What follows belongs to an exercise in optimizing a design on an open flow for small area, a short achievable clock period and few clock cycles; a production flow would make more cautious choices. In this exercise RTL edits were held to simulation tests only and were not proved equivalent to the original. No activity file was given, so power comes from the tool's default toggle rates.

Setup of rev 12:
## bitpack_stream
module bitpack_stream (
    input  wire        clk,
    input  wire        rst,
    input  wire        cmd_valid,
    input  wire [15:0] cmd_word,
    output wire        cmd_ready,
    input  wire        in_valid,
    input  wire [63:0] in_data,
    output wire        in_ready,
    output wire        out_valid,
    output wire [63:0] out_data,
    input  wire        out_ready,
    output wire        done,
    output reg  [2:0]  done_cause,
    output reg  [6:0]  done_info
);
  localparam [2:0] CAUSE_OK      = 3'd0;
  localparam [2:0] CAUSE_BADBPV  = 3'd1;
  localparam [2:0] CAUSE_RANGE   = 3'd2;
  localparam [2:0] CAUSE_ILLEGAL = 3'd4;
  localparam [1:0] K_ERR = 2'd0;
  localparam [1:0] K_PK  = 2'd1;
  localparam [1:0] K_UP  = 2'd2;
  localparam [1:0] K_UPP = 2'd3;
  wire [3:0] c_op   = cmd_word[3:0];
  wire       c_legal  = (cmd_word[7:5] == 3'd0) && (c_op == 4'd1 || c_op == 4'd2 || c_op == 4'd3);
  wire       c_bpv_ok = (cmd_word[15:8] != 8'd0) && (cmd_word[15:8] < 8'd32);
  reg        q_v;
  reg [1:0]  q_kind;
  reg        q_w64;
  reg [4:0]  q_b;
  ...
Size in the first run: about 0.072 mm2 of cells after synthesis.
==> flow/config.mk <==
export PLATFORM = sky130hd
export DESIGN_NAME = bitpack_stream
export DESIGN_NICKNAME = bitpack_stream
export VERILOG_FILES = /design/flow/design.v
export SDC_FILE = /design/flow/constraint.sdc
export NUM_CORES = 4
export LEC_CHECK = 0
export CAP_MARGIN = 20
export CORE_MARGIN = 2
export CORE_UTILIZATION = 55
export CTS_BUF_LIST = sky130_fd_sc_hd__clkbuf_16
export CTS_CLUSTER_DIAMETER = 80
export CTS_CLUSTER_SIZE = 24
export SETUP_SLACK_MARGIN = 5
export SLEW_MARGIN = 20
==> flow/constraint.sdc <==
create_clock -name core_clock -period 9.0 [get_ports {clk}]
set_input_delay 1.8000 -clock core_clock [delete_from_list [all_inputs] [get_ports {clk}]]
set_output_delay 1.8000 -clock core_clock [all_outputs]
set_load 0.01 [all_outputs]
standard.sh (not shown) runs the stock make flow with config.mk's settings and CLKGATE_MAP_FILE= SYNTH_SCRIPT=/design/flow/synth_recipe.tcl, a recipe that flattens the netlist after the stock synthesis.
==> flow/flow/run.sh <==
#!/bin/bash
# The standard layout (the standard.sh), with repair_timing aiming for a larger setup
# margin than config.mk may set. Everything else, synthesis included, is unchanged.
set -euo pipefail
MARGIN=6
sed -e "s/SETUP_SLACK_MARGIN=[0-9.]*/SETUP_SLACK_MARGIN=${MARGIN}/" standard.sh > standard_margin.sh
grep -q "SETUP_SLACK_MARGIN=${MARGIN}" standard_margin.sh
bash standard_margin.sh > standard_margin.log 2>&1
Rev 12: full flow OK, the timing, design-rule and antenna checks passed
Testbench counts of rev 12, summed over its fixed seeds: cycles 30,984.
Edits applied to the flow inputs when going from rev 12 to rev 13:
- swapping 80 for 60 in CTS_CLUSTER_DIAMETER
- swapping 55 for 30 in CORE_UTILIZATION
- swapping 24 for 20 in CTS_CLUSTER_SIZE
--- outcome ---
- Compare rev 13 and rev 12 | x dimension of the die higher: rev 13
- Summary — post-layout instance area, rev 13 relative to rev 12: higher, by about 3.4%.
- What rev 13 reported for area of the core region has to be multiplied by 0.54 to get the figure for rev 12.
- Comparing rev 13 and rev 12, final cycle utilization of the critical path is higher on rev 12.
- Compared with rev 12, cell count after placement in rev 13 increased by more than 10%.

Setup of fjord:
Starting RTL as in the previous note.
clock: 9.0 ns
lec_check: 0
cap_margin: 20
core_margin: 2
core_utilization: 30
setup_slack_margin: 5
slew_margin: 20
Scripts as last shown in full above: flow/flow/run.sh
fjord ended with every stage complete and zero timing, DRC or antenna violations.
Testbench counts of fjord, summed over its fixed seeds: cycles 30,984.
Edits applied to the flow inputs when going from fjord to lagoon:
==> flow/run.sh (new file) <==
#!/bin/bash
# synth_recipe.tcl (not shown) runs the flow's synth.tcl, then flattens the netlist and writes it again
# the make line also repeats each setting of config.mk as NAME=value (left out here)
make -C /OpenROAD-flow-scripts/flow DESIGN_CONFIG=/design/flow/config.mk WORK_HOME=/design/flow/orfs CLKGATE_MAP_FILE= SYNTH_SCRIPT=/design/flow/synth_recipe.tcl finish
removed: flow/flow/run.sh
removed: flow/standard.sh
Taking fjord as the reference, in lagoon count of non-CTS buffers in the layout fell 175; overall power consumption dropped about 2%; cell area saw a decrease; via count of the first global-routing pass shows a reduction of about 1.4%. Looking at worst reg-to-reg path cell count, lagoon sits 8 below fjord. Power spent charging and discharging nets down 0.20 mW in lagoon wrt fjord. Comparing fjord against lagoon, there is no change at all in arithmetic-cell share of the synthesized area counting full adders, half adders and majority gates.

==> port drivers added, routing unchanged <==
The results above use ideal ports. As a check the final layouts listed here were re-extracted and re-timed, cells and wires unchanged.
Step 1 sets driving cells, clkbuf_16 on the clock port and buf_2 on the other inputs (assumed; they add their load-dependent delay and slew).
Step 2 also shifts input and output timing later by t, the mid clock arrival at the registers, as if the neighbouring blocks saw the same clock.
Three values: no drivers, after step 1, after step 2; two values: the first two.
run | t, ns | setup slack, ns | latest minus earliest clock arrival (ns) | worst slew at a driven data input, ns | pins driven straight from the clock port
rev 12 | 0.880 | 5.393 / 5.433 / 4.553 | 0.039 / 0.040 | 0.14 | 1
rev 13 | 0.934 | 5.440 / 5.351 / 4.675 | 0.081 / 0.082 | 0.14 | 1
fjord | 0.953 | 5.501 / 5.407 / 4.706 | 0.080 / 0.080 | 0.16 | 1
lagoon | 0.941 | 4.843 / 4.843 / 4.120 | 0.082 / 0.083 | 0.24 | 1
After both steps setup and hold are still met in every run listed. The setup slack of rev 12, which loses most, moves by +0.040 ns with the drivers and by -0.840 ns with both steps.
